What follows belongs to an exercise in optimizing a design on an open flow for small area, a short achievable clock period and few clock cycles; a production flow would make more cautious choices. Function was checked by simulation only, so behaviour that the tests miss may differ from the original.

File: flow/config.mk
export PLATFORM = sky130hd
export DESIGN_NAME = dcb_ap_core
export DESIGN_NICKNAME = dcb_ap_core
export VERILOG_FILES = /design/flow/design.v
export SDC_FILE = /design/flow/constraint.sdc
export NUM_CORES = 4
export LEC_CHECK = 0
export CAP_MARGIN = 20
export CORE_MARGIN = 2
export CORE_UTILIZATION = 55
export SLEW_MARGIN = 20
File: flow/constraint.sdc
create_clock -name core_clock -period 22.0 [get_ports {clk}]
set_input_delay 4.4000 -clock core_clock [delete_from_list [all_inputs] [get_ports {clk}]]
set_output_delay 4.4000 -clock core_clock [all_outputs]
set_load 0.01 [all_outputs]
File: flow/design.v
module pfx_add #(parameter W = 8) (
    input  wire [W-1:0] a,
    input  wire [W-1:0] b,
    input  wire         ci,
    output wire [W-1:0] s,
    output wire         co
);
    localparam L = (W < 2) ? 1 : (W < 4) ? 2 : (W < 8) ? 3 : (W < 16) ? 4 :
                   (W < 32) ? 5 : (W < 64) ? 6 : 7;    
    wire [W:0] g0 = {a & b, ci};
    wire [W:0] p0 = {a ^ b, 1'b0};
    wire [W:0] g [0:L];
    wire [W:0] p [0:L];
    assign g[0] = g0;
    assign p[0] = p0;
    genvar k, i;
    generate
        for (k = 0; k < L; k = k + 1) begin : lv
            for (i = 0; i <= W; i = i + 1) begin : bt
                if ((i >> k) & 1) begin : c
                    localparam integer J = ((i >> k) << k) - 1;
                    assign g[k+1][i] = g[k][i] | (p[k][i] & g[k][J]);
                    assign p[k+1][i] = p[k][i] & p[k][J];
                end else begin : t
                    assign g[k+1][i] = g[k][i];
                    assign p[k+1][i] = p[k][i];
                end
            end
        end
    endgenerate
    assign s  = p0[W:1] ^ g[L][W-1:0];
    assign co = g[L][W];
endmodule
module lzc32 (
    input  wire [31:0] v,
    output wire [4:0]  n,
    output wire        z
);
    wire [31:0] z0 = ~v;
    wire [15:0] z1;  wire [15:0]     c1;
    wire [7:0]  z2;  wire [8*2-1:0]  c2;
    wire [3:0]  z3;  wire [4*3-1:0]  c3;
    wire [1:0]  z4;  wire [2*4-1:0]  c4;
    genvar i;
    generate
        for (i = 0; i < 16; i = i + 1) begin : l1
            assign z1[i] = z0[2*i+1] & z0[2*i];
            assign c1[i] = z0[2*i+1];
        end
        for (i = 0; i < 8; i = i + 1) begin : l2
            assign z2[i] = z1[2*i+1] & z1[2*i];
            assign c2[2*i +: 2] = z1[2*i+1] ? {1'b1, c1[2*i]} : {1'b0, c1[2*i+1]};
        end
        for (i = 0; i < 4; i = i + 1) begin : l3
            assign z3[i] = z2[2*i+1] & z2[2*i];
            assign c3[3*i +: 3] = z2[2*i+1] ? {1'b1, c2[2*(2*i) +: 2]} : {1'b0, c2[2*(2*i+1) +: 2]};
        end
        for (i = 0; i < 2; i = i + 1) begin : l4
            assign z4[i] = z3[2*i+1] & z3[2*i];
            assign c4[4*i +: 4] = z3[2*i+1] ? {1'b1, c3[3*(2*i) +: 3]} : {1'b0, c3[3*(2*i+1) +: 3]};
        end
    endgenerate
    assign z = z4[1] & z4[0];
    assign n = z4[1] ? {1'b1, c4[3:0]} : {1'b0, c4[7:4]};
endmodule
module fp32_add (
    input  wire [31:0] a,
    input  wire [31:0] b,
    output reg  [31:0] y
);
    wire       sa = a[31];
    wire       sb = b[31];
    wire [7:0] ea = a[30:23];
    wire [7:0] eb = b[30:23];
    wire       a_ez = (ea == 8'd0);
    wire       b_ez = (eb == 8'd0);
    wire       a_eo = &ea;
    wire       b_eo = &eb;
    wire       a_fz = (a[22:0] == 23'd0);
    wire       b_fz = (b[22:0] == 23'd0);
    wire       a_nan = a_eo & ~a_fz;
    wire       b_nan = b_eo & ~b_fz;
    wire       a_inf = a_eo & a_fz;
    wire       b_inf = b_eo & b_fz;
    wire       sub  = sa ^ sb;
    wire [7:0]  Ea = {ea[7:1], ea[0] | a_ez};
    wire [7:0]  Eb = {eb[7:1], eb[0] | b_ez};
    wire [23:0] ma = {~a_ez, a[22:0]};
    wire [23:0] mb = {~b_ez, b[22:0]};
    wire [7:0] dab, dba;
    wire       a_ge, dba_co;
    pfx_add #(8) u_dab (.a(Ea), .b(~Eb), .ci(1'b1), .s(dab), .co(a_ge));
    pfx_add #(8) u_dba (.a(Eb), .b(~Ea), .ci(1'b1), .s(dba), .co(dba_co));
    wire [7:0] d = a_ge ? dab : dba;
    wire       d_le1 = (d[7:1] == 7'd0);
    wire        s_hi = a_ge ? sa : sb;
    wire [7:0]  E_hi = a_ge ? Ea : Eb;
    wire [23:0] m_hi = a_ge ? ma : mb;
    wire [23:0] m_lo = a_ge ? mb : ma;
    reg [26:0] al;
    reg        st;
    always @* begin
        al = {m_lo, 3'b000};
        st = 1'b0;
        if (d[0]) begin st = st | al[0];      al = {1'b0,  al[26:1]}; end
        if (d[1]) begin st = st | (|al[1:0]);  al = {2'b0,  al[26:2]}; end
        if (d[2]) begin st = st | (|al[3:0]);  al = {4'b0,  al[26:4]}; end
        if (d[3]) begin st = st | (|al[7:0]);  al = {8'b0,  al[26:8]}; end
        if (d[4]) begin st = st | (|al[15:0]); al = {16'b0, al[26:16]}; end
        if (|d[7:5]) begin st = st | (|al); al = 27'd0; end
    end
    wire [26:0] x_lo = {al[26:1], al[0] | st};
    wire [26:0] sum;
    wire        sum_co;
    pfx_add #(27) u_sum (.a({m_hi, 3'b000}), .b(sub ? ~x_lo : x_lo), .ci(sub),
                         .s(sum), .co(sum_co));
    wire        f_r1 = ~sub & sum_co;          
    wire        f_l1 = sub & ~sum[26];         
    reg  [26:0] r;
    always @* begin
        if (f_r1)      r = {1'b1, sum[26:2], sum[1] | sum[0]};
        else if (f_l1) r = {sum[25:0], 1'b0};
        else           r = sum;
    end
    wire        up = r[2] & (r[1] | r[0] | r[3]);
    wire [23:0] m_rnd;
    wire        rco;
    pfx_add #(24) u_rnd (.a(r[26:3]), .b(24'd0), .ci(up), .s(m_rnd), .co(rco));
    wire [8:0]  e_m1 = {1'b0, E_hi} - 9'd1;
    wire [8:0]  e_p1 = {1'b0, E_hi} + 9'd1;
    wire [8:0]  e_p2 = {1'b0, E_hi} + 9'd2;
    wire [8:0]  e_nr = f_r1 ? e_p1 : f_l1 ? e_m1 : {1'b0, E_hi};
    wire [8:0]  e_rr = f_r1 ? e_p2 : f_l1 ? {1'b0, E_hi} : e_p1;
    wire [8:0]  e_f  = rco ? e_rr : e_nr;
    wire        f_hid = m_rnd[23] | rco;
    wire [31:0] y_far = (e_f >= 9'd255) ? {s_hi, 8'hFF, 23'd0} :
                        {s_hi, (f_hid ? e_f[7:0] : 8'd0), (rco ? 23'd0 : m_rnd[22:0])};
    wire        d0 = ~(Ea[0] ^ Eb[0]);
    wire [24:0] pa = {ma, 1'b0};
    wire [24:0] pb = {mb, 1'b0};
    wire [24:0] qa = d0 ? pa : {1'b0, ma};
    wire [24:0] qb = d0 ? pb : {1'b0, mb};
    wire [24:0] n_ab, n_ba;
    wire        n_ab_co, n_ba_co;
    pfx_add #(25) u_nab (.a(pa), .b(~qb), .ci(1'b1), .s(n_ab), .co(n_ab_co));
    pfx_add #(25) u_nba (.a(pb), .b(~qa), .ci(1'b1), .s(n_ba), .co(n_ba_co));
    wire        n_a   = d0 ? n_ab_co : a_ge;
    wire [24:0] nd    = n_a ? n_ab : n_ba;
    wire        s_n   = n_a ? sa : sb;
    wire [7:0]  E_n   = a_ge ? Ea : Eb;
    wire        n_top = nd[24];
    wire [7:0]  lim = E_n - 8'd1;
    reg  [24:0] mark;
    always @* begin
        mark = 25'd0;
        if (lim < 8'd25) mark[5'd24 - lim[4:0]] = 1'b1;
    end
    wire [4:0]  nsh;
    wire        nz_all;
    lzc32 u_lzc (.v({nd | mark, 7'h7F}), .n(nsh), .z(nz_all));
    wire [24:0] nr = nd << nsh;
    wire [7:0]  e_n = E_n - {3'd0, nsh};
    wire [31:0] y_near = {s_n, (nr[24] ? e_n : 8'd0), nr[23:1]};
    wire        use_near = sub & d_le1 & (d0 | ~n_top);
    wire        exact0 = sub & (a[30:0] == b[30:0]);    
    always @* begin
        if (a_nan || b_nan || (a_inf && b_inf && sub))
            y = 32'h7FC00000;
        else if (a_inf)
            y = {sa, 8'hFF, 23'd0};
        else if (b_inf)
            y = {sb, 8'hFF, 23'd0};
        else if (exact0)
            y = 32'h00000000;
        else if (use_near)
            y = y_near;
        else
            y = y_far;
    end
endmodule
module cmul_m0_core (
    input  wire [23:0] m,
    input  wire [1:0]  sel,
    output wire [47:0] p
);
    wire [23:0] mn = ~m;
    wire [47:0] r0 = (sel == 2'd0) ? ({24'd0, m} << 2) : ((sel == 2'd1) ? ({24'd0, m} << 5) : (({24'd0, m} << 0)));
    wire [47:0] r1 = (sel == 2'd0) ? ({24'd0, m} << 4) : ((sel == 2'd1) ? ({24'd0, mn} << 10) : (({24'd0, mn} << 2)));
    wire [47:0] r2 = (sel == 2'd0) ? ({24'd0, m} << 6) : ((sel == 2'd1) ? ({24'd0, mn} << 12) : (({24'd0, m} << 4)));
    wire [47:0] r3 = (sel == 2'd0) ? ({24'd0, m} << 14) : ((sel == 2'd1) ? ({24'd0, mn} << 17) : (({24'd0, mn} << 6)));
    wire [47:0] r4 = (sel == 2'd0) ? ({24'd0, m} << 16) : ((sel == 2'd1) ? ({24'd0, m} << 20) : (({24'd0, m} << 8)));
    wire [47:0] r5 = (sel == 2'd0) ? ({24'd0, mn} << 20) : ((sel == 2'd1) ? ({24'd0, mn} << 22) : (({24'd0, mn} << 10)));
    wire [47:0] r6 = (sel == 2'd0) ? ({24'd0, mn} << 22) : ((sel == 2'd1) ? ({24'd0, m} << 24) : (({24'd0, m} << 12)));
    wire [47:0] r7 = (sel == 2'd0) ? ({24'd0, m} << 24) : ((sel == 2'd1) ? 48'd0 : (({24'd0, mn} << 14)));
    wire [47:0] r8 = (sel == 2'd0) ? 48'd0 : ((sel == 2'd1) ? 48'd0 : (({24'd0, m} << 16)));
    wire [47:0] r9 = (sel == 2'd0) ? 48'd0 : ((sel == 2'd1) ? 48'd0 : (({24'd0, mn} << 18)));
    wire [47:0] r10 = (sel == 2'd0) ? 48'd0 : ((sel == 2'd1) ? 48'd0 : (({24'd0, m} << 20)));
    wire [47:0] r11 = (sel == 2'd0) ? 48'd0 : ((sel == 2'd1) ? 48'd0 : (({24'd0, mn} << 22)));
    wire [47:0] r12 = (sel == 2'd0) ? 48'd0 : ((sel == 2'd1) ? 48'd0 : (({24'd0, m} << 24)));
    wire [47:0] rc = (sel == 2'd0) ? 48'hb00000500000 : ((sel == 2'd1) ? 48'hbdec00421400 : (48'hbbbbbc444444));
    wire [47:0] s0_0 = r0 ^ r1 ^ r2;
    wire [47:0] c0_0 = (r0 & r1) | (r0 & r2) | (r1 & r2);
    wire [47:0] s0_1 = r3 ^ r4 ^ r5;
    wire [47:0] c0_1 = (r3 & r4) | (r3 & r5) | (r4 & r5);
    wire [47:0] s0_2 = r6 ^ r7 ^ r8;
    wire [47:0] c0_2 = (r6 & r7) | (r6 & r8) | (r7 & r8);
    wire [47:0] s0_3 = r9 ^ r10 ^ r11;
    wire [47:0] c0_3 = (r9 & r10) | (r9 & r11) | (r10 & r11);
    wire [47:0] k0_4 = {c0_0[46:0], 1'b0};
    wire [47:0] k0_5 = {c0_1[46:0], 1'b0};
    wire [47:0] k0_6 = {c0_2[46:0], 1'b0};
    wire [47:0] k0_7 = {c0_3[46:0], 1'b0};
    wire [47:0] s1_8 = s0_0 ^ k0_4 ^ s0_1;
    wire [47:0] c1_8 = (s0_0 & k0_4) | (s0_0 & s0_1) | (k0_4 & s0_1);
    wire [47:0] s1_9 = k0_5 ^ s0_2 ^ k0_6;
    wire [47:0] c1_9 = (k0_5 & s0_2) | (k0_5 & k0_6) | (s0_2 & k0_6);
    wire [47:0] s1_10 = s0_3 ^ k0_7 ^ r12;
    wire [47:0] c1_10 = (s0_3 & k0_7) | (s0_3 & r12) | (k0_7 & r12);
    wire [47:0] k1_11 = {c1_8[46:0], 1'b0};
    wire [47:0] k1_12 = {c1_9[46:0], 1'b0};
    wire [47:0] k1_13 = {c1_10[46:0], 1'b0};
    wire [47:0] s2_14 = s1_8 ^ k1_11 ^ s1_9;
    wire [47:0] c2_14 = (s1_8 & k1_11) | (s1_8 & s1_9) | (k1_11 & s1_9);
    wire [47:0] s2_15 = k1_12 ^ s1_10 ^ k1_13;
    wire [47:0] c2_15 = (k1_12 & s1_10) | (k1_12 & k1_13) | (s1_10 & k1_13);
    wire [47:0] k2_16 = {c2_14[46:0], 1'b0};
    wire [47:0] k2_17 = {c2_15[46:0], 1'b0};
    wire [47:0] s3_18 = s2_14 ^ k2_16 ^ s2_15;
    wire [47:0] c3_18 = (s2_14 & k2_16) | (s2_14 & s2_15) | (k2_16 & s2_15);
    wire [47:0] k3_19 = {c3_18[46:0], 1'b0};
    wire [47:0] s4_20 = s3_18 ^ k3_19 ^ k2_17;
    wire [47:0] c4_20 = (s3_18 & k3_19) | (s3_18 & k2_17) | (k3_19 & k2_17);
    wire [47:0] k4_21 = {c4_20[46:0], 1'b0};
    wire [47:0] s5_22 = s4_20 ^ k4_21 ^ rc;
    wire [47:0] c5_22 = (s4_20 & k4_21) | (s4_20 & rc) | (k4_21 & rc);
    wire [47:0] k5_23 = {c5_22[46:0], 1'b0};
    wire co_unused;
    pfx_add #(48) u_cpa (.a(s5_22), .b(k5_23), .ci(1'b0), .s(p), .co(co_unused));
endmodule
module cmul_m0 (
    input  wire [31:0] x,
    input  wire [1:0]  sel,
    output reg  [31:0] y
);
    wire [7:0]  ex = x[30:23];
    wire        ez = (ex == 8'd0);
    wire        eo = &ex;
    wire        fz = (x[22:0] == 23'd0);
    wire [23:0] mx = {~ez, x[22:0]};
    wire [7:0]  Ex = {ex[7:1], ex[0] | ez};
    wire [47:0] p;
    cmul_m0_core u_core (.m(mx), .sel(sel), .p(p));
    wire        lead = (sel == 2'd0) ? (mx >= 24'd12115476) : ((sel == 2'd1) ? (mx >= 24'd10428609) : ((mx >= 24'd10485760)));
    wire [22:0] msk_l = (sel == 2'd0) ? 23'd2097151 : ((sel == 2'd1) ? 23'd262143 : (23'd8388607));
    wire [22:0] msk_n = (sel == 2'd0) ? 23'd1048575 : ((sel == 2'd1) ? 23'd131071 : (23'd4194303));
    wire        st_l = |(x[22:0] & msk_l);
    wire        st_n = |(x[22:0] & msk_n);
    wire [25:0] nm = lead ? {p[47:23], st_l} : {p[46:22], st_n};
    wire [9:0]  ekb = (sel == 2'd0) ? 10'd1023 : ((sel == 2'd1) ? 10'd1022 : (10'd1019));
    wire [9:0]  E = {2'b00, Ex} + ekb + {9'd0, lead};
    wire        uf = E[9] | (E == 10'd0);       
    wire [9:0]  rsh = 10'd1 - E;
    reg  [25:0] sm;
    always @* begin
        sm = nm;
        if (rsh[0]) sm = {1'd0, sm[25:2], |sm[1:0]};
        if (rsh[1]) sm = {2'd0, sm[25:3], |sm[2:0]};
        if (rsh[2]) sm = {4'd0, sm[25:5], |sm[4:0]};
    end
    wire        up_n = nm[1] & (nm[0] | nm[2]);
    wire [23:0] mr_n;
    wire        rco_n;
    pfx_add #(24) u_rnn (.a(nm[25:2]), .b(24'd0), .ci(up_n), .s(mr_n), .co(rco_n));
    wire        up_u = sm[1] & (sm[0] | sm[2]);
    wire [23:0] mr_u;
    wire        rco_u;
    pfx_add #(24) u_rnu (.a(sm[25:2]), .b(24'd0), .ci(up_u), .s(mr_u), .co(rco_u));
    wire [7:0]  E1 = E[7:0] + 8'd1;
    wire [7:0]  Er_n = rco_n ? E1 : E[7:0];
    wire [31:0] yn = {x[31], Er_n, rco_n ? 23'd0 : mr_n[22:0]};
    wire [31:0] yu = {x[31], 7'd0, mr_u[23], mr_u[22:0]};
    always @* begin
        if (eo)
            y = fz ? {x[31], 8'hFF, 23'd0} : 32'h7FC00000;
        else if (ez && fz)
            y = {x[31], 31'd0};
        else
            y = uf ? yu : yn;
    end
endmodule
module cmul_m1_core (
    input  wire [23:0] m,
    input  wire [0:0]  sel,
    output wire [47:0] p
);
    wire [23:0] mn = ~m;
    wire [47:0] r0 = (sel == 1'd0) ? ({24'd0, mn} << 2) : (({24'd0, mn} << 0));
    wire [47:0] r1 = (sel == 1'd0) ? ({24'd0, m} << 9) : (({24'd0, m} << 3));
    wire [47:0] r2 = (sel == 1'd0) ? ({24'd0, m} << 13) : (({24'd0, mn} << 9));
    wire [47:0] r3 = (sel == 1'd0) ? ({24'd0, mn} << 15) : (({24'd0, mn} << 12));
    wire [47:0] r4 = (sel == 1'd0) ? ({24'd0, mn} << 20) : (({24'd0, m} << 14));
    wire [47:0] r5 = (sel == 1'd0) ? ({24'd0, m} << 24) : (({24'd0, mn} << 16));
    wire [47:0] r6 = (sel == 1'd0) ? 48'd0 : (({24'd0, mn} << 18));
    wire [47:0] r7 = (sel == 1'd0) ? 48'd0 : (({24'd0, mn} << 21));
    wire [47:0] r8 = (sel == 1'd0) ? 48'd0 : (({24'd0, m} << 24));
    wire [47:0] rc = (sel == 1'd0) ? 48'hef7ffc108004 : (48'hdaedff251201);
    wire [47:0] s0_0 = r0 ^ r1 ^ r2;
    wire [47:0] c0_0 = (r0 & r1) | (r0 & r2) | (r1 & r2);
    wire [47:0] s0_1 = r3 ^ r4 ^ r5;
    wire [47:0] c0_1 = (r3 & r4) | (r3 & r5) | (r4 & r5);
    wire [47:0] s0_2 = r6 ^ r7 ^ r8;
    wire [47:0] c0_2 = (r6 & r7) | (r6 & r8) | (r7 & r8);
    wire [47:0] k0_3 = {c0_0[46:0], 1'b0};
    wire [47:0] k0_4 = {c0_1[46:0], 1'b0};
    wire [47:0] k0_5 = {c0_2[46:0], 1'b0};
    wire [47:0] s1_6 = s0_0 ^ k0_3 ^ s0_1;
    wire [47:0] c1_6 = (s0_0 & k0_3) | (s0_0 & s0_1) | (k0_3 & s0_1);
    wire [47:0] s1_7 = k0_4 ^ s0_2 ^ k0_5;
    wire [47:0] c1_7 = (k0_4 & s0_2) | (k0_4 & k0_5) | (s0_2 & k0_5);
    wire [47:0] k1_8 = {c1_6[46:0], 1'b0};
    wire [47:0] k1_9 = {c1_7[46:0], 1'b0};
    wire [47:0] s2_10 = s1_6 ^ k1_8 ^ s1_7;
    wire [47:0] c2_10 = (s1_6 & k1_8) | (s1_6 & s1_7) | (k1_8 & s1_7);
    wire [47:0] k2_11 = {c2_10[46:0], 1'b0};
    wire [47:0] s3_12 = s2_10 ^ k2_11 ^ k1_9;
    wire [47:0] c3_12 = (s2_10 & k2_11) | (s2_10 & k1_9) | (k2_11 & k1_9);
    wire [47:0] k3_13 = {c3_12[46:0], 1'b0};
    wire [47:0] s4_14 = s3_12 ^ k3_13 ^ rc;
    wire [47:0] c4_14 = (s3_12 & k3_13) | (s3_12 & rc) | (k3_13 & rc);
    wire [47:0] k4_15 = {c4_14[46:0], 1'b0};
    wire co_unused;
    pfx_add #(48) u_cpa (.a(s4_14), .b(k4_15), .ci(1'b0), .s(p), .co(co_unused));
endmodule
module cmul_m1 (
    input  wire [31:0] x,
    input  wire [0:0]  sel,
    output reg  [31:0] y
);
    wire [7:0]  ex = x[30:23];
    wire        ez = (ex == 8'd0);
    wire        eo = &ex;
    wire        fz = (x[22:0] == 23'd0);
    wire [23:0] mx = {~ez, x[22:0]};
    wire [7:0]  Ex = {ex[7:1], ex[0] | ez};
    wire [47:0] p;
    cmul_m1_core u_core (.m(mx), .sel(sel), .p(p));
    wire        lead = (sel == 1'd0) ? (mx >= 24'd8961562) : ((mx >= 24'd9797818));
    wire [22:0] msk_l = (sel == 1'd0) ? 23'd2097151 : (23'd8388607);
    wire [22:0] msk_n = (sel == 1'd0) ? 23'd1048575 : (23'd4194303);
    wire        st_l = |(x[22:0] & msk_l);
    wire        st_n = |(x[22:0] & msk_n);
    wire [25:0] nm = lead ? {p[47:23], st_l} : {p[46:22], st_n};
    wire [9:0]  ekb = (sel == 1'd0) ? 10'd1023 : (10'd1023);
    wire [9:0]  E = {2'b00, Ex} + ekb + {9'd0, lead};
    wire        uf = E[9] | (E == 10'd0);       
    wire [9:0]  rsh = 10'd1 - E;
    reg  [25:0] sm;
    always @* begin
        sm = nm;
        if (rsh[0]) sm = {1'd0, sm[25:2], |sm[1:0]};
    end
    wire        up_n = nm[1] & (nm[0] | nm[2]);
    wire [23:0] mr_n;
    wire        rco_n;
    pfx_add #(24) u_rnn (.a(nm[25:2]), .b(24'd0), .ci(up_n), .s(mr_n), .co(rco_n));
    wire        up_u = sm[1] & (sm[0] | sm[2]);
    wire [23:0] mr_u;
    wire        rco_u;
    pfx_add #(24) u_rnu (.a(sm[25:2]), .b(24'd0), .ci(up_u), .s(mr_u), .co(rco_u));
    wire [7:0]  E1 = E[7:0] + 8'd1;
    wire [7:0]  Er_n = rco_n ? E1 : E[7:0];
    wire [31:0] yn = {x[31], Er_n, rco_n ? 23'd0 : mr_n[22:0]};
    wire [31:0] yu = {x[31], 7'd0, mr_u[23], mr_u[22:0]};
    always @* begin
        if (eo)
            y = fz ? {x[31], 8'hFF, 23'd0} : 32'h7FC00000;
        else if (ez && fz)
            y = {x[31], 31'd0};
        else
            y = uf ? yu : yn;
    end
endmodule
module cmul_m2_core (
    input  wire [23:0] m,
    input  wire [0:0]  sel,
    output wire [47:0] p
);
    wire [23:0] mn = ~m;
    wire [47:0] r0 = (sel == 1'd0) ? ({24'd0, mn} << 2) : (({24'd0, mn} << 0));
    wire [47:0] r1 = (sel == 1'd0) ? ({24'd0, m} << 5) : (({24'd0, m} << 4));
    wire [47:0] r2 = (sel == 1'd0) ? ({24'd0, m} << 7) : (({24'd0, m} << 11));
    wire [47:0] r3 = (sel == 1'd0) ? ({24'd0, mn} << 10) : (({24'd0, mn} << 13));
    wire [47:0] r4 = (sel == 1'd0) ? ({24'd0, m} << 16) : (({24'd0, m} << 16));
    wire [47:0] r5 = (sel == 1'd0) ? ({24'd0, mn} << 18) : (({24'd0, mn} << 19));
    wire [47:0] r6 = (sel == 1'd0) ? ({24'd0, m} << 24) : (({24'd0, m} << 24));
    wire [47:0] rc = (sel == 1'd0) ? 48'hfbfbfc040404 : (48'hf7dfff082001);
    wire [47:0] s0_0 = r0 ^ r1 ^ r2;
    wire [47:0] c0_0 = (r0 & r1) | (r0 & r2) | (r1 & r2);
    wire [47:0] s0_1 = r3 ^ r4 ^ r5;
    wire [47:0] c0_1 = (r3 & r4) | (r3 & r5) | (r4 & r5);
    wire [47:0] k0_2 = {c0_0[46:0], 1'b0};
    wire [47:0] k0_3 = {c0_1[46:0], 1'b0};
    wire [47:0] s1_4 = s0_0 ^ k0_2 ^ s0_1;
    wire [47:0] c1_4 = (s0_0 & k0_2) | (s0_0 & s0_1) | (k0_2 & s0_1);
    wire [47:0] s1_5 = k0_3 ^ r6 ^ rc;
    wire [47:0] c1_5 = (k0_3 & r6) | (k0_3 & rc) | (r6 & rc);
    wire [47:0] k1_6 = {c1_4[46:0], 1'b0};
    wire [47:0] k1_7 = {c1_5[46:0], 1'b0};
    wire [47:0] s2_8 = s1_4 ^ k1_6 ^ s1_5;
    wire [47:0] c2_8 = (s1_4 & k1_6) | (s1_4 & s1_5) | (k1_6 & s1_5);
    wire [47:0] k2_9 = {c2_8[46:0], 1'b0};
    wire [47:0] s3_10 = s2_8 ^ k2_9 ^ k1_7;
    wire [47:0] c3_10 = (s2_8 & k2_9) | (s2_8 & k1_7) | (k2_9 & k1_7);
    wire [47:0] k3_11 = {c3_10[46:0], 1'b0};
    wire co_unused;
    pfx_add #(48) u_cpa (.a(s3_10), .b(k3_11), .ci(1'b0), .s(p), .co(co_unused));
endmodule
module cmul_m2 (
    input  wire [31:0] x,
    input  wire [0:0]  sel,
    output reg  [31:0] y
);
    wire [7:0]  ex = x[30:23];
    wire        ez = (ex == 8'd0);
    wire        eo = &ex;
    wire        fz = (x[22:0] == 23'd0);
    wire [23:0] mx = {~ez, x[22:0]};
    wire [7:0]  Ex = {ex[7:1], ex[0] | ez};
    wire [47:0] p;
    cmul_m2_core u_core (.m(mx), .sel(sel), .p(p));
    wire        lead = (sel == 1'd0) ? (mx >= 24'd8488523) : ((mx >= 24'd8627673));
    wire [22:0] msk_l = (sel == 1'd0) ? 23'd2097151 : (23'd8388607);
    wire [22:0] msk_n = (sel == 1'd0) ? 23'd1048575 : (23'd4194303);
    wire        st_l = |(x[22:0] & msk_l);
    wire        st_n = |(x[22:0] & msk_n);
    wire [25:0] nm = lead ? {p[47:23], st_l} : {p[46:22], st_n};
    wire [9:0]  ekb = (sel == 1'd0) ? 10'd1023 : (10'd1023);
    wire [9:0]  E = {2'b00, Ex} + ekb + {9'd0, lead};
    wire        uf = E[9] | (E == 10'd0);       
    wire [9:0]  rsh = 10'd1 - E;
    reg  [25:0] sm;
    always @* begin
        sm = nm;
        if (rsh[0]) sm = {1'd0, sm[25:2], |sm[1:0]};
    end
    wire        up_n = nm[1] & (nm[0] | nm[2]);
    wire [23:0] mr_n;
    wire        rco_n;
    pfx_add #(24) u_rnn (.a(nm[25:2]), .b(24'd0), .ci(up_n), .s(mr_n), .co(rco_n));
    wire        up_u = sm[1] & (sm[0] | sm[2]);
    wire [23:0] mr_u;
    wire        rco_u;
    pfx_add #(24) u_rnu (.a(sm[25:2]), .b(24'd0), .ci(up_u), .s(mr_u), .co(rco_u));
    wire [7:0]  E1 = E[7:0] + 8'd1;
    wire [7:0]  Er_n = rco_n ? E1 : E[7:0];
    wire [31:0] yn = {x[31], Er_n, rco_n ? 23'd0 : mr_n[22:0]};
    wire [31:0] yu = {x[31], 7'd0, mr_u[23], mr_u[22:0]};
    always @* begin
        if (eo)
            y = fz ? {x[31], 8'hFF, 23'd0} : 32'h7FC00000;
        else if (ez && fz)
            y = {x[31], 31'd0};
        else
            y = uf ? yu : yn;
    end
endmodule
module dcb_ap_core (
    input  wire        clk,
    input  wire        rst,         
    input  wire        cmd_valid,
    output wire        cmd_ready,
    input  wire [31:0] cmd,
    input  wire [31:0] opa,
    output reg         res_valid,
    output reg  [31:0] resa
);
    localparam [7:0] OP_NOP      = 8'h00;
    localparam [7:0] OP_READ     = 8'h06;
    localparam [7:0] OP_STCLR    = 8'h07;
    localparam [7:0] OP_DCB_STEP = 8'h10;
    localparam [7:0] OP_AP_STEP  = 8'h11;
    localparam [31:0] NZ = 32'h80000000;    
    localparam [2:0] K_AP   = 3'd0;
    localparam [2:0] K_DCB  = 3'd1;
    localparam [2:0] K_ZERO = 3'd2;         
    localparam [2:0] K_RST  = 3'd3;         
    localparam [2:0] K_CLR  = 3'd4;         
    localparam [2:0] K_ILL  = 3'd5;         
    localparam QW = 3;
    reg        q_v [0:QW-1];
    reg [2:0]  q_k [0:QW-1];
    reg [1:0]  q_i [0:QW-1];
    reg [31:0] q_x [0:QW-1];
    reg [4:0]  q_t [0:QW-1];
    reg [4:0]  tag_in;         
    reg [4:0]  hd;             
    localparam NB = 8;
    reg        b_v [0:NB-1];
    reg [4:0]  b_t [0:NB-1];
    reg [31:0] b_d [0:NB-1];
    reg [3:0]  ovcnt;          
    reg        v   [0:8];
    reg        ap  [0:8];     
    reg        dc  [0:8];     
    reg [1:0]  ins [0:8];
    reg [4:0]  tg  [0:8];     
    reg        ov  [0:8];     
    reg [31:0] val [0:8];
    reg [31:0] ca1;                       
    reg [31:0] cb1, cb2, cb3, cb4;        
    reg [31:0] cc4, cc5, cc6, cc7;        
    reg [31:0] s0a, s0b;                  
    reg [31:0] s1b, s2b;                  
    reg [31:0] r0, r3, r6;                
    reg        ill;
    reg [31:0] xp0 [0:3];
    reg [31:0] yp0 [0:3];
    reg [31:0] yp1 [0:3];
    reg [31:0] yp2 [0:3];
    reg [31:0] ds  [0:2];
    reg [31:0] dt1 [0:2];
    wire [7:0] c_op  = cmd[7:0];
    wire [3:0] c_sel = cmd[11:8];
    wire       c_rsv = |cmd[31:12];
    reg  [2:0] c_k;
    always @* begin
        if (!c_rsv && c_op == OP_AP_STEP && c_sel < 4'd4)       c_k = K_AP;
        else if (!c_rsv && c_op == OP_DCB_STEP && c_sel < 4'd3) c_k = K_DCB;
        else if (!c_rsv && c_op == OP_NOP && c_sel == 4'd0)     c_k = K_ZERO;
        else if (!c_rsv && c_op == OP_READ && c_sel < 4'd3)     c_k = K_ZERO;
        else if (!c_rsv && c_op == OP_READ && c_sel == 4'd3)    c_k = K_RST;
        else if (!c_rsv && c_op == OP_STCLR && c_sel == 4'd0)   c_k = K_CLR;
        else                                                    c_k = K_ILL;
    end
    function ready;
        input [2:0] k;
        input [1:0] i;
        begin
            ready = !((v[0] && ((ap[0] && k == K_AP) || (dc[0] && k == K_DCB)) && ins[0] == i) ||
                      (v[1] && ((ap[1] && k == K_AP) || (dc[1] && k == K_DCB)) && ins[1] == i));
        end
    endfunction
    reg [3:0] occ;
    integer b;
    always @* begin
        occ = 4'd0;
        for (b = 0; b < NB; b = b + 1) occ = occ + {3'd0, b_v[b]};
    end
    wire room = ({1'b0, occ} + {1'b0, ovcnt}) < NB;
    reg        issue;
    reg [1:0]  sel;
    reg        can, older_ok;
    integer e, o;
    always @* begin
        issue = 1'b0;
        sel   = 2'd0;
        for (e = QW - 1; e >= 0; e = e - 1) begin
            older_ok = 1'b1;
            for (o = 0; o < e; o = o + 1)
                if (!(q_k[o] == K_AP || q_k[o] == K_DCB) ||
                    (q_k[o] == q_k[e] && q_i[o] == q_i[e])) older_ok = 1'b0;
            can = q_v[e] && ready(q_k[e], q_i[e]) &&
                  (e == 0 || ((q_k[e] == K_AP || q_k[e] == K_DCB) && older_ok && room));
            if (can) begin issue = 1'b1; sel = e; end
        end
    end
    wire ovt = issue && sel != 2'd0;       
    wire [2:0]  f_k = q_k[sel];
    wire [1:0]  f_i = q_i[sel];
    wire [31:0] f_x = q_x[sel];
    wire [4:0]  f_t = q_t[sel];
    wire f_ap = (f_k == K_AP);
    wire f_dc = (f_k == K_DCB);
    assign cmd_ready = !q_v[QW-1] || issue;
    wire accept = cmd_valid && cmd_ready;
    wire [31:0] a0_y;
    fp32_add u_a0 (.a(val[0]), .b(r0), .y(a0_y));
    wire [31:0] m0_y;
    wire [1:0]  m0_sel = dc[1] ? 2'd2 : {1'b0, ins[1][0]};
    cmul_m0 u_m0 (.x(val[1]), .sel(m0_sel), .y(m0_y));
    wire [31:0] s0_y;
    fp32_add u_s0 (.a(s0a), .b(s0b), .y(s0_y));
    wire [31:0] a1_y;
    fp32_add u_a1 (.a(val[3]), .b(r3), .y(a1_y));
    wire [31:0] m1_y;
    cmul_m1 u_m1 (.x(val[4]), .sel(ins[4][0]), .y(m1_y));
    wire [31:0] m1_o = ap[4] ? m1_y : val[4];
    wire [31:0] s1_y;
    fp32_add u_s1 (.a(val[5]), .b(s1b), .y(s1_y));
    wire [31:0] s1_o = ap[5] ? s1_y : val[5];
    wire [31:0] a2_y;
    fp32_add u_a2 (.a(val[6]), .b(r6), .y(a2_y));
    wire [31:0] m2_y;
    cmul_m2 u_m2 (.x(val[7]), .sel(ins[7][0]), .y(m2_y));
    wire [31:0] m2_o = ap[7] ? m2_y : val[7];
    wire [31:0] s2_y;
    fp32_add u_s2 (.a(val[8]), .b(s2b), .y(s2_y));
    wire [31:0] rd0 = (v[2] && ap[2] && ins[2] == f_i) ? s0_y : yp0[f_i];
    wire [31:0] rd1 = (v[3] && dc[3] && ins[3] == ins[0]) ? a1_y : ds[ins[0]];
    wire [31:0] rd3 = ap[2] ? ((v[5] && ap[5] && ins[5] == ins[2]) ? s1_y : yp1[ins[2]]) :
                              ((v[5] && dc[5] && ins[5] == ins[2]) ? s1_y : dt1[ins[2]]);
    wire [31:0] rd6 = (v[8] && ap[8] && ins[8] == ins[5]) ? s2_y : yp2[ins[5]];
    integer p;
    reg [1:0]  n_in;           
    integer    src;
    reg        n_v [0:QW-1];
    reg [2:0]  n_k [0:QW-1];
    reg [1:0]  n_i [0:QW-1];
    reg [31:0] n_x [0:QW-1];
    reg [4:0]  n_t [0:QW-1];
    always @* begin
        n_in = 2'd0;
        for (e = 0; e < QW; e = e + 1) n_in = n_in + {1'b0, q_v[e]};
        n_in = n_in - {1'b0, issue};
        for (e = 0; e < QW; e = e + 1) begin
            src = (issue && e >= sel) ? e + 1 : e;
            if (src > QW - 1) src = QW - 1;
            if (e < n_in) begin
                n_v[e] = 1'b1;
                n_k[e] = q_k[src]; n_i[e] = q_i[src]; n_x[e] = q_x[src]; n_t[e] = q_t[src];
            end else begin
                n_v[e] = (e == n_in) && accept;
                n_k[e] = c_k; n_i[e] = c_sel[1:0]; n_x[e] = opa; n_t[e] = tag_in;
            end
        end
    end
    wire       c_hd = v[8] && tg[8] == hd;
    reg        b_hit;
    reg [2:0]  b_hi;            
    reg [2:0]  b_fr;            
    always @* begin
        b_hit = 1'b0; b_hi = 3'd0; b_fr = 3'd0;
        for (b = NB - 1; b >= 0; b = b - 1) begin
            if (b_v[b] && b_t[b] == hd) begin b_hit = 1'b1; b_hi = b; end
            if (!b_v[b]) b_fr = b;
        end
    end
    wire [2:0] b_wr = b_hit ? b_hi : b_fr;
    wire       b_we = v[8] && !c_hd;
    always @(posedge clk) begin
        if (rst) begin
            tag_in    <= 5'd0;
            hd        <= 5'd0;
            ovcnt     <= 4'd0;
            ill       <= 1'b0;
            res_valid <= 1'b0;
            for (p = 0; p < 9; p = p + 1) v[p] <= 1'b0;
            for (b = 0; b < NB; b = b + 1) b_v[b] <= 1'b0;
            for (e = 0; e < QW; e = e + 1) q_v[e] <= 1'b0;
        end else begin
            if (accept) tag_in <= tag_in + 5'd1;
            for (e = 0; e < QW; e = e + 1) q_v[e] <= n_v[e];
            if (issue) begin
                if (f_k == K_CLR) ill <= 1'b0;
                if (f_k == K_ILL) ill <= 1'b1;
            end
            v[0] <= issue;
            for (p = 1; p < 9; p = p + 1) v[p] <= v[p-1];
            ovcnt <= ovcnt + {3'd0, ovt} - {3'd0, v[8] && ov[8]};
            res_valid <= c_hd || b_hit;
            if (c_hd || b_hit) hd <= hd + 5'd1;
            if (b_hit) b_v[b_hi] <= 1'b0;
            if (b_we)  b_v[b_wr] <= 1'b1;
        end
    end
    always @(posedge clk) begin
        for (e = 0; e < QW; e = e + 1) begin
            q_k[e] <= n_k[e]; q_i[e] <= n_i[e]; q_x[e] <= n_x[e]; q_t[e] <= n_t[e];
        end
        resa <= c_hd ? s2_y : b_d[b_hi];
        if (b_we) begin
            b_t[b_wr] <= tg[8];
            b_d[b_wr] <= s2_y;
        end
    end
    always @(posedge clk) begin
        ap[0]  <= f_ap;
        dc[0]  <= f_dc;
        ins[0] <= f_i;
        tg[0]  <= f_t;
        ov[0]  <= ovt;
        val[0] <= (f_ap || f_dc) ? f_x : (f_k == K_RST) ? {31'd0, ill} : 32'd0;
        for (p = 1; p < 9; p = p + 1) begin
            ap[p]  <= ap[p-1];
            dc[p]  <= dc[p-1];
            ins[p] <= ins[p-1];
            tg[p]  <= tg[p-1];
            ov[p]  <= ov[p-1];
        end
        r0     <= f_ap ? rd0 : NZ;
        val[1] <= dc[0] ? rd1 : a0_y;    
        ca1    <= xp0[ins[0]];
        cb1    <= dc[0] ? val[0] : r0;
        s0a    <= dc[1] ? cb1 : (ap[1] ? m0_y : val[1]);
        s0b    <= dc[1] ? (m0_y ^ NZ) : ap[1] ? (ca1 ^ NZ) : NZ;
        cb2    <= cb1;
        val[3] <= s0_y;   cb3 <= cb2;
        r3     <= (ap[2] || dc[2]) ? rd3 : NZ;
        val[4] <= a1_y;   cb4 <= cb3; cc4 <= r3;
        val[5] <= m1_o;   cc5 <= cc4;
        s1b    <= (ap[4] || dc[4]) ? (cb4 ^ NZ) : NZ;
        val[6] <= s1_o;   cc6 <= cc5;
        r6     <= ap[5] ? rd6 : NZ;
        val[7] <= a2_y;   cc7 <= cc6;
        val[8] <= m2_o;
        s2b    <= ap[7] ? (cc7 ^ NZ) : NZ;
    end
    integer j;
    always @(posedge clk) begin
        for (j = 0; j < 4; j = j + 1) begin
            if (rst || (v[0] && ap[0] && ins[0] == j)) xp0[j] <= rst ? 32'd0 : val[0];
            if (rst || (v[2] && ap[2] && ins[2] == j)) yp0[j] <= rst ? 32'd0 : s0_y;
            if (rst || (v[5] && ap[5] && ins[5] == j)) yp1[j] <= rst ? 32'd0 : s1_y;
            if (rst || (v[8] && ap[8] && ins[8] == j)) yp2[j] <= rst ? 32'd0 : s2_y;
        end
        for (j = 0; j < 3; j = j + 1) begin
            if (rst || (v[3] && dc[3] && ins[3] == j)) ds[j]  <= rst ? 32'd0 : a1_y;
            if (rst || (v[5] && dc[5] && ins[5] == j)) dt1[j] <= rst ? 32'd0 : s1_y;
        end
    end
endmodule
File: flow/flow/run.sh
#!/bin/bash
# The standard layout (the standard.sh: standard synthesis, floorplan,
# placement, CTS, routing) at the design's clock period and constraints,
# with the timing repair steps asked to leave 10 ns of setup slack, so that
# they keep improving the critical paths well past the 22 ns the clock needs.
# make's full output goes to flow_standard.log here; ORFS keeps each tool's
# own log under orfs/logs/.
set -euo pipefail
bash standard.sh SETUP_SLACK_MARGIN=10 finish > flow_standard.log 2>&1
File: flow/standard.sh
#!/bin/bash
# synth_recipe.tcl (not shown) runs the flow's synth.tcl, then flattens the netlist and writes it again
# the make line also repeats each setting of config.mk as NAME=value (left out here)
make -C /OpenROAD-flow-scripts/flow DESIGN_CONFIG=/design/flow/config.mk WORK_HOME=/design/flow/orfs CLKGATE_MAP_FILE= SYNTH_SCRIPT=/design/flow/synth_recipe.tcl "${@:-finish}"
==> reports/qor.csv, run 1 <==
metric,value,unit
status,"complete, no violations",
rsz0062_at_grt,no,
gr-total-overflow,0,
max_freq,84.9,MHz
place_area,190000,sq um
grt_pass1_wl,1040,mm
rows,212,
cts.sinks,2049,
synth_area_leaders,"edfxtp_1, dfxtp_1, fa_1, ha_1, mux2i_1",
max_stage_delay,1.08,ns
hold_depth,0,
yosys_most_used_dff,edfxtp_1,
num_vias,167000,
rrSetupSlack,10.23,ns
yosys.area.top_type,edfxtp_1,
worstPathRequired,22.85,ns
hold_viol_final,0,
synth_top_area_share,18.3,%
ys_types,155,
syn_nets,22600,
r2r_end,val[1][22],
route.detailed.vias_per_inst,6.66,
die_x,583,microns
final.setup.tns,0,ns
ys_seq_elements,2049,
wl_per_cell,28.4,microns
drtIter0Drc,19600,
fin_nets,22300,
core_area,333000,sq um
grt_use_total,40.4,%
hold_path_end,cc5[18],
hpwl,548,mm
multiInputGateArea,123000,sq um
worstSetupPathType,flip-flop to flip-flop,
syn_inst,20800,
slew_headroom,15.4,%
root_buffer,clkbuf_16,
finalSetupViolations,0,
setup_slack,10.23,ns
antenna_left,0,
critPathMaxFanout,55,
ys_warn_count,56,
grt_max_degree,106,
initial_core_util,55.3,%
cts_buffers,215,
slowest_stage,a2111oi_0,
cts_tree,built,
grt_antenna_before_repair,58,
r2r_start,val[3][26],
critPathArrivalTime,12.62,ns
drv_slew,0,
finalClockSkew,0.104,ns
worstSkewPairLatency,0.97,ns
portBuffers,100,
io_pins,101,
worstMarginPinSlew,1.24,ns
hold_path.class,flip-flop to flip-flop,
clkSlewWorstSetupHoldPaths,0.09,ns
synthArstFlopShare,0,%
dp_slack,9.16,ns
endpoint_kind,flip-flop,
seq_area_frac_synth,28.4,%
drv_cap,0,
min_period,11.77,ns
r2r_cells,31,
dr.pass1.iters,9,
syn_area,184000,sq um
seq_area,52300,sq um
syn_to_final_growth,7.53,%
h-tree-depth,4,
fin_area,198000,sq um
fill_cells,29800,
place_congestion,1.07,
start_kind,flip-flop,
wirelength,711,mm
drcViolationCount,0,
hold_path.startpoint,cc4[18],
syn_avg_cell_area,8.87,sq um
clockBufferDepth,4,
layout-drive-gt1-share,8.85,%
dieArea,340000,sq um
period_share,53.5,%
grt_pass1_vias,156000,
die_h,583,microns
synth_edf_count,1126,
-- metal layers --
| layer | up-vias | GRT usage [%] | routed length (microns) |
|---|---|---|---|
| met5 | - | 0 | 169 |
| met2 | 8945 | 60.8 | 306000 |
| li1 | 75400 | - | - |
| met3 | 1974 | 8.75 | 73000 |
| met4 | 24 | 25.2 | 52400 |
| met1 | 80500 | 52.8 | 279000 |
-- logic make-up (layout without fill, tap and decap cells) --
group / Yosys count / after routing / share of synthesized area, %
AO/OA/AOI/OAI: 5338 / 5338 / 19.6
XOR/XNOR: 1129 / 1131 / 5.43
adder cells (fa/ha/maj): 1795 / 1795 / 15.0
buffers and inverters: 2454 / 2307 / 5.34
flip-flops: 2049 / 2049 / 28.4
multiplexers: 1517 / 1517 / 9.37
other: 0 / 52 / 0
AND/OR/NAND/NOR: 6487 / 6487 / 16.9
-- state kept, by name (all words and copies together), names as in the netlist, 96 cells and up --
signal	cells
val	256
q_x	96
yp0	128
yp1	128
xp0	128
dt1	96
ds	96
b_d	256
yp2	128
-- critical path: cells and delay by family, from the launching register on --
family          cells  cell delay, ns
xor+xnor            1            0.46
buf+inv             2            0.62
flops               1            0.62
simple gates        7            1.18
mux                 3            1.49
fa+ha+maj           3            1.27
compound gates     15            5.94
-- area by class of cell --
type	count	area share (%)
multi-input combinational	16300	62.3
sequential	2049	26.4
clock buffer	262	2.95
tap	4387	2.77
inverter	1400	2.68
timing repair buffer	505	2.10
clock inverter	139	0.766
antenna	52	0.0656
timing repair inverter	1	0.00252
-- how the worst max path moves through the flow --
stage,startpoint,end,slack [ns]
after floorplan,val[8][24],b_d[0][30],11.90
after global placement,dc[1],s0b[23],9.24
after detailed placement,val[0][28],val[1][15],9.16
after CTS,r0[26],val[1][8],10.01
after global routing,r0[26],val[1][10],9.99
final,val[3][26],val[1][22],10.23
-- cells in the mapped netlist (63+ instances only) --
cell	count
nor3_1	455
or4_1	65
o21bai_1	63
clkbuf_1	709
xor2_1	405
a21o_1	348
a221oi_1	74
o221ai_1	91
buf_2	98
o21a_1	157
o31ai_1	108
a21oi_1	1230
or3_1	136
nor2_1	1860
nor2b_1	236
mux2i_1	1026
ha_1	1093
edfxtp_1	1126
nand2b_1	192
xnor2_1	711
a222oi_1	73
inv_1	1361
o21ai_1	65
nand3_1	443
nand4_1	207
a211oi_1	241
dfxtp_1	923
o21ai_0	995
and3_1	174
and2_1	239
o211ai_1	190
a221o_1	79
buf_1	155
a211o_1	82
a22o_1	76
a22oi_1	235
nand2_1	1833
fa_1	699
mux2_2	347
mux4_2	119
nor4_1	247
a31oi_1	216
o22ai_1	192
or2_2	125
-- stage by stage --
| stage | hold WS, ns | util, % | std cells |
|---|---|---|---|
| global route | 0.319 | 59.4 | 25000 |
| floorplan | 0.310 | - | 20800 |
| finish | 0.302 | 59.4 | 25100 |
| detailed placement | 0.312 | 56.9 | 24600 |
| CTS | 0.302 | 59.2 | 25000 |
| global placement | 0.310 | 56.9 | 24600 |
-- what timing repair did --
item	in CTS	in global routing
hold buffers	0	0
pin swaps	2	6
setup buffers	9	15
gates cloned	1	3
resized for setup	31	109
endpoints found under the hold margin	0	0
endpoints found under the setup margin	577	1038
-- layout by cell type (no fill, tap or decap), types with 157 or more instances in the layout --
cell type / count
dfxtp_1: 903
edfxtp_1: 1126
a22oi_1: 231
mux2i_1: 1011
inv_1: 1353
nor2b_1: 235
mux2_2: 344
o21a_1: 157
nor2_1: 1845
nand4_1: 207
ha_1: 1076
o22ai_1: 192
fa_1: 693
nor3_1: 445
nor4_1: 227
nand2b_1: 190
clkbuf_16: 220
a21o_1: 347
and3_1: 173
buf_4: 393
a31oi_1: 212
xnor2_1: 699
and2_1: 234
a211oi_1: 234
nand2_1: 1825
nand3_1: 442
o211ai_1: 190
xor2_1: 403
o21ai_0: 978
a21oi_1: 1217
Testbench counts, summed over its fixed seeds: cycles 25,342.
==> run 2: changes to the inputs <==
--- a/flow/design.v
+++ b/flow/design.v
@@ -487,5 +487,5 @@
     localparam [2:0] K_CLR  = 3'd4;         
     localparam [2:0] K_ILL  = 3'd5;         
-    localparam QW = 3;
+    localparam QW = 4;
     reg        q_v [0:QW-1];
     reg [2:0]  q_k [0:QW-1];
@@ -572,5 +572,5 @@
     wire f_ap = (f_k == K_AP);
     wire f_dc = (f_k == K_DCB);
-    assign cmd_ready = !q_v[QW-1] || issue;
+    assign cmd_ready = !q_v[QW-1];
     wire accept = cmd_valid && cmd_ready;
     wire [31:0] a0_y;
@@ -602,5 +602,5 @@
     wire [31:0] rd6 = (v[8] && ap[8] && ins[8] == ins[5]) ? s2_y : yp2[ins[5]];
     integer p;
-    reg [1:0]  n_in;           
+    reg [2:0]  n_in;           
     integer    src;
     reg        n_v [0:QW-1];
@@ -610,7 +610,7 @@
     reg [4:0]  n_t [0:QW-1];
     always @* begin
-        n_in = 2'd0;
-        for (e = 0; e < QW; e = e + 1) n_in = n_in + {1'b0, q_v[e]};
-        n_in = n_in - {1'b0, issue};
+        n_in = 3'd0;
+        for (e = 0; e < QW; e = e + 1) n_in = n_in + {2'b0, q_v[e]};
+        n_in = n_in - {2'b0, issue};
         for (e = 0; e < QW; e = e + 1) begin
             src = (issue && e >= sel) ? e + 1 : e;
@@ -627,8 +627,8 @@
     wire       c_hd = v[8] && tg[8] == hd;
     reg        b_hit;
-    reg [2:0]  b_hi;            
-    reg [2:0]  b_fr;            
+    reg [3:0]  b_hi;            
+    reg [3:0]  b_fr;            
     always @* begin
-        b_hit = 1'b0; b_hi = 3'd0; b_fr = 3'd0;
+        b_hit = 1'b0; b_hi = 4'd0; b_fr = 4'd0;
         for (b = NB - 1; b >= 0; b = b - 1) begin
             if (b_v[b] && b_t[b] == hd) begin b_hit = 1'b1; b_hi = b; end
@@ -636,5 +636,5 @@
         end
     end
-    wire [2:0] b_wr = b_hit ? b_hi : b_fr;
+    wire [3:0] b_wr = b_hit ? b_hi : b_fr;
     wire       b_we = v[8] && !c_hd;
     always @(posedge clk) begin
==> flow/flow/run.sh (replaced) <==
#!/bin/bash
# The standard layout (the standard.sh: standard synthesis, floorplan,
# placement, CTS, routing) at the design's clock period and constraints,
# with the timing repair steps asked to leave 12 ns of setup slack, so that
# they keep improving the critical paths well past the 22 ns the clock needs.
# make's full output goes to flow_standard.log here; ORFS keeps each tool's
# own log under orfs/logs/.
set -euo pipefail
bash standard.sh SETUP_SLACK_MARGIN=12 finish > flow_standard.log 2>&1
==> run 2 against run 1 <==
Effect of this change:
- still clean on timing, DRC and antenna
- global-route usage is 0.75 points higher
- via count is 2.9% higher
- core utilization is 3.3 points higher
- sequential share of layout area is 0.76 points lower
- clock skew is 0.042 ns higher
- die area is 0.15% higher
- register-to-register slack better by 1.7 ns
- worst hold slack worse by 0.0098 ns
- clock-buffer cell count is 50 higher
- critical path type unchanged
- largest cell class unchanged
==> reports/qor.csv, run 2 <==
metric,value,unit
dr.pass1.iters,10,
synth_top_family_by_area,compound AO/OA/AOI/OAI gates,
setup_slack,11.96,ns
syn_inst,20800,
clockBufferDepth,4,
drv_slew,0,
synth-compound-area-share,19.1,%
critPathMaxFanout,14,
root_buffer,clkbuf_16,
r2r_start,r0[24],
place_congestion,1.05,
cts_tree,built,
grt_use_total,41.1,%
clkSlewWorstSetupHoldPaths,0.06,ns
ys_warn_count,56,
fin_nets,22900,
grt_pass1_vias,159000,
drtIter0Drc,20100,
slowest_stage,fa_2,
syn_nets,22700,
timing.critical_path.from,r0[24],
grt_max_degree,99,
core_area,334000,sq um
yosys_most_used_dff,edfxtp_1,
r2r_cells,50,
crit_end,val[1][13],
min_period,10.04,ns
slew_headroom,17.1,%
die_x,583,microns
period_share,45.6,%
final.setup.tns,0,ns
worstMarginPinSlew,1.24,ns
syn_to_final_growth,13.5,%
hold_viol_final,0,
antenna_left,0,
wirelength,735,mm
critPathArrivalTime,10.78,ns
grt_antenna_before_repair,61,
finalClockSkew,0.146,ns
hold_path.startpoint,cc4[28],
dieArea,340000,sq um
finalSetupViolations,0,
max_freq,99.6,MHz
hold_path.class,flip-flop to flip-flop,
worstSetupPathType,flip-flop to flip-flop,
worstSkewPairLatency,0.99,ns
status,"complete, no violations",
largestRegisters,"b_d (256), val (256)",
mostFrequentLayoutCells,"nor2_1, nand2_1, inv_1, a21oi_1, edfxtp_1",
num_vias,172000,
endpoint_kind,flip-flop,
synth_edf_count,1168,
initial_core_util,55.3,%
ys_types,136,
portBuffers,100,
synthTopCellsByCount,"nor2_1, nand2_1, inv_1",
h-tree-depth,4,
hold_buffers,0,
route.detailed.vias_per_inst,6.70,
layout-drive-gt1-share,14.8,%
cp_common_cell,a21o_1,
rows,212,
synth_xor_area_share,5.53,%
synth_area_leaders,"edfxtp_1, dfxtp_1, fa_1, ha_1, mux2i_1",
start_kind,flip-flop,
r2r_end,val[1][13],
cts.sinks,2092,
synth_top_area_share,19.0,%
gr-total-overflow,0,
drv_cap,0,
muxShareOfSynthArea,9.47,%
seq_area_frac_synth,29.0,%
cts_buffers,224,
syn_avg_cell_area,8.86,sq um
yosys.area.top_type,edfxtp_1,
synth-simple-area-share,16.6,%
ys_seq_elements,2092,
wl_per_cell,28.7,microns
dp_slack,8.55,ns
synthAdderAreaFrac,15.0,%
die_h,583,microns
synth.most_common_cell,nor2_1,
hpwl,543,mm
synthArstFlopShare,0,%
drcViolationCount,0,
layout_commonest_cell,nor2_1,
syn_area,185000,sq um
io_pins,101,
rrSetupSlack,11.96,ns
grt_pass1_wl,1050,mm
rsz0062_at_grt,yes,
max_stage_delay,0.51,ns
utilization,62.8,%
worstPathRequired,22.74,ns
run 2: cell count changes in the layout (fill, tap and decap cells not counted), moves of 48 or more:
cell     change
dfxtp_1     -48
mux2_2      +81
nor2_2      +59
nand2_1     -80
o22ai_1     +75
a31oi_1     -57
a22oi_1     -48
a21oi_2     +65
buf_4      +329
a21o_1      -63
nor2_1      -58
run 2: cells by family (layout without fill, tap and decap cells):
logic type | after synthesis | after routing
adders and majority gates | 1794 | 1794
muxes | 1558 | 1563
AOI/OAI and AO/OA | 5296 | 5296
DFF | 2092 | 2092
and+or+nand+nor | 6427 | 6440
xor gates and xnor gates | 1163 | 1164
other | 0 | 37
buffers and inverters | 2514 | 2842
run 2: final cells by class:
| class | count | area, sq um |
|---|---|---|
| clock buffer | 312 | 6450 |
| inverter | 1459 | 5640 |
| tap | 4387 | 5490 |
| timing repair buffer | 959 | 9120 |
| fill | 28600 | 124000 |
| sequential | 2092 | 53700 |
| antenna | 37 | 92.6 |
| clock inverter | 107 | 1150 |
| multi-input combinational | 16300 | 128000 |
| timing repair inverter | 5 | 32.5 |
run 2: per-stage QoR:
stage / area [sq um] / std cells / hold WS [ns]
final: 209000 / 25600 / 0.292
after global routing: 209000 / 25600 / 0.312
after CTS: 203000 / 25200 / 0.293
after detailed placement: 190000 / 24700 / 0.312
after global placement: 190000 / 24700 / 0.310
after floorplan: 185000 / 20800 / 0.310
run 2: worst min path at each step:
stage | endpoint | slack, ns | cells past startpoint
2_1_floorplan | ap[4] | 0.31 | 0
3_3_place_gp | cb3[0] | 0.31 | 0
3_5_place_dp | ins[5][1] | 0.31 | 0
4_1_cts | cc5[28] | 0.29 | 0
5_1_grt | cc5[21] | 0.31 | 0
6_report | cc5[28] | 0.29 | 0
run 2: layer usage:
metal / vias to the layer above / wire, microns / GRT usage [%]
li1: 76400 / - / -
met1: 82600 / 283000 / 53.9
met2: 10300 / 315000 / 61.9
met3: 2348 / 81300 / 9.18
met4: 34 / 55700 / 24.9
met5: - / 285 / 0.198
run 2: critical path, delay by kind of cell (launching register included):
family	cells	cell delay, ns
muxes	1	0.13
buffers and inverters	6	0.98
DFF	1	0.36
AOI/OAI and AO/OA	23	4.09
and+or+nand+nor	17	3.32
adders and majority gates	3	0.92
run 2: repair_timing:
item                       in CTS  in global routing
setup endpoints to repair    1184               1178
buffers inserted              143                296
gates cloned                   25                 41
gates resized for setup       670                794
pin swaps                     105                264
Testbench counts of run 2, summed over its fixed seeds: cycles 25,333.
==> run 3: changes to the inputs <==
--- a/flow/config.mk
+++ b/flow/config.mk
@@ -8,4 +8,4 @@
 export CAP_MARGIN = 20
 export CORE_MARGIN = 2
-export CORE_UTILIZATION = 55
+export CORE_UTILIZATION = 65
 export SLEW_MARGIN = 20
==> run 3 against run 2 <==
Effect of this change:
- critical path depth fell by 15
- first-iteration DRC count rose by 32%
- synthesized cell count did not move
- cell count fell by 2.8%
- worst hold slack got worse by 0.022 ns
- core utilization rose by 11 points
- setup slack improved by 0.028 ns
- register-to-register slack improved by 0.03 ns
- area after synthesis did not move
- still clean on timing, DRC and antenna
- critical path type unchanged
==> reports/qor.csv, run 3 <==
metric,value,unit
status,"complete, no violations",
syn_area,185000,sq um
slew_headroom,11.2,%
min_period,10.01,ns
hold_buffers,0,
cts_buffers,218,
period_share,45.5,%
worstSkewPairLatency,0.99,ns
portBuffers,100,
finalClockSkew,0.167,ns
wl_met2,303,mm
fin_area,207000,sq um
cts.sinks,2092,
worstMarginPinSlew,1.33,ns
ys_warn_count,56,
largestRegisters,"b_d (256), val (256)",
setup_slack,11.99,ns
wl_met1,253,mm
fin_nets,22800,
grt_max_degree,102,
die_x,537,microns
worstPathRequired,22.92,ns
synth_area_leaders,"edfxtp_1, dfxtp_1, fa_1, ha_1, mux2i_1",
highest_layer,met5,
layout-drive-gt1-share,13.8,%
ys_seq_elements,2092,
wl_per_cell,29.1,microns
synthArstFlopShare,0,%
syn_avg_cell_area,8.86,sq um
seq_area,53700,sq um
cts_tree,built,
route.detailed.vias_per_inst,7.10,
slowest_stage,mux2i_2,
worstSetupPathType,flip-flop to flip-flop,
initial_core_util,65.4,%
gr-total-overflow,0,
finalSetupViolations,0,
layout_commonest_cell,nor2_1,
root_buffer,clkbuf_16,
final.setup.tns,0,ns
place_area,189000,sq um
drv_cap,0,
hold_viol_final,0,
antenna_left,0,
rsz0062_at_grt,yes,
num_vias,177000,
drtIter0Drc,26600,
drv_slew,0,
yosys_most_used_dff,edfxtp_1,
critPathArrivalTime,10.93,ns
h-tree-depth,4,
ys_types,136,
layout.cells.non_filler,24900,
critPathMaxFanout,19,
syn_nets,22700,
multiInputGateArea,127000,sq um
io_pins,101,
max_stage_delay,0.58,ns
core_area,282000,sq um
synth_top_area_share,19.0,%
fill_cells,20900,
grt_antenna_before_repair,76,
endpoint_kind,flip-flop,
synth_edf_count,1168,
wirelength,724,mm
start_kind,flip-flop,
yosys.area.top_type,edfxtp_1,
dieArea,288000,sq um
max_freq,99.9,MHz
dp_slack,8.92,ns
clkSlewWorstSetupHoldPaths,0.07,ns
dr.pass1.iters,17,
grt_use_total,47.6,%
syn_inst,20800,
mostFrequentLayoutCells,"nor2_1, nand2_1, inv_1, a21oi_1, edfxtp_1",
grt_pass1_vias,163000,
rows,195,
grt_pass1_wl,1040,mm
hold_path.class,flip-flop to flip-flop,
synthTopCellsByCount,"nor2_1, nand2_1, inv_1",
synth.most_common_cell,nor2_1,
die_h,537,microns
seq_area_frac_synth,29.0,%
hpwl,528,mm
clockBufferDepth,4,
met3WireLength,103,mm
syn_to_final_growth,12.1,%
dpl.cell_count,24000,
place_congestion,1.12,
drcViolationCount,0,
run 3: worst paths after layout:
check | endpoint | cells after the start | slack (ns) | start
worst min-delay path | cc7[22] | 0 | 0.27 | cc6[22]
worst max register to register | resa[14] | 35 | 11.99 | val[8][24]
worst min register to register | cc7[22] | 0 | 0.27 | cc6[22]
worst max-delay path | resa[14] | 35 | 11.99 | val[8][24]
run 3: final cells by class:
class,instances,area share (%)
Sequential cell,2092,25.9
Clock buffer,306,3.02
Tap cell,3743,2.26
Antenna cell,69,0.0834
Timing Repair Buffer,860,3.91
Inverter,1459,2.71
Multi-Input combinational cell,16300,61.5
Timing Repair inverter,5,0.0157
Clock inverter,103,0.594
run 3: timing repair:
action | CTS | global route
setup endpoints to repair | 1181 | 1178
buffers inserted | 102 | 260
gates resized for setup | 578 | 718
gates cloned | 16 | 40
endpoints found under the hold margin | 0 | 0
pin swaps | 91 | 214
run 3: kinds of logic after synthesis:
group                      after synthesis  share of synthesized area, %
AOI/OAI and AO/OA                     5296                          19.1
xor gates and xnor gates              1163                          5.53
and+or+nand+nor                       6427                          16.6
DFF                                   2092                          29.0
buffers and inverters                 2514                          5.32
muxes                                 1558                          9.47
adders and majority gates             1794                          15.0
run 3: worst max-delay path, delay by kind of cell, from the launching register on:
family | cells | cell delay, ns
AOI/OAI and AO/OA | 9 | 2.61
xor gates and xnor gates | 1 | 0.22
adders and majority gates | 3 | 1.08
buffers and inverters | 6 | 1.45
DFF | 1 | 0.38
muxes | 3 | 1.25
and+or+nand+nor | 13 | 3.02
run 3: stage by stage:
stage | utilization, % | hold slack, ns
after global routing | 73.3 | 0.288
after floorplan | - | 0.310
final | 73.3 | 0.270
after global placement | 67.1 | 0.310
after CTS | 71.1 | 0.281
after detailed placement | 67.1 | 0.312
run 3: routing by layer:
metal,vias to the layer above,global-route usage [%]
li1,76200,-
met2,13400,70.1
met4,68,32.9
met5,-,0
met3,3549,15.4
met1,83500,59.2

[what the ideal ports hide]
Ports are ideal in the flow. The routed layouts listed here were re-timed in OpenROAD.
Step 1 assumes that a clkbuf_16 drives the clock port and a buf_2 every other input.
Step 2 adds t to the input delays and takes it off the output delays; t is the mean of the earliest and latest rising clock arrival at the registers after step 1. Input paths then give back, and output paths get back, about the clock's delay inside the block.
a / b / c = ideal / step 1 / step 2; a / b = the first two.
| run | t, ns | slack for setup (ns) | clock arrival spread, ns |
|---|---|---|---|
| run 1 | 1.034 | 10.226 / 10.226 / 10.226 | 0.105 / 0.105 |
| run 2 | 1.038 | 11.960 / 11.960 / 11.960 | 0.150 / 0.151 |
| run 3 | 1.024 | 11.987 / 11.987 / 11.987 | 0.168 / 0.168 |
After both steps setup and hold are still met in every run listed.
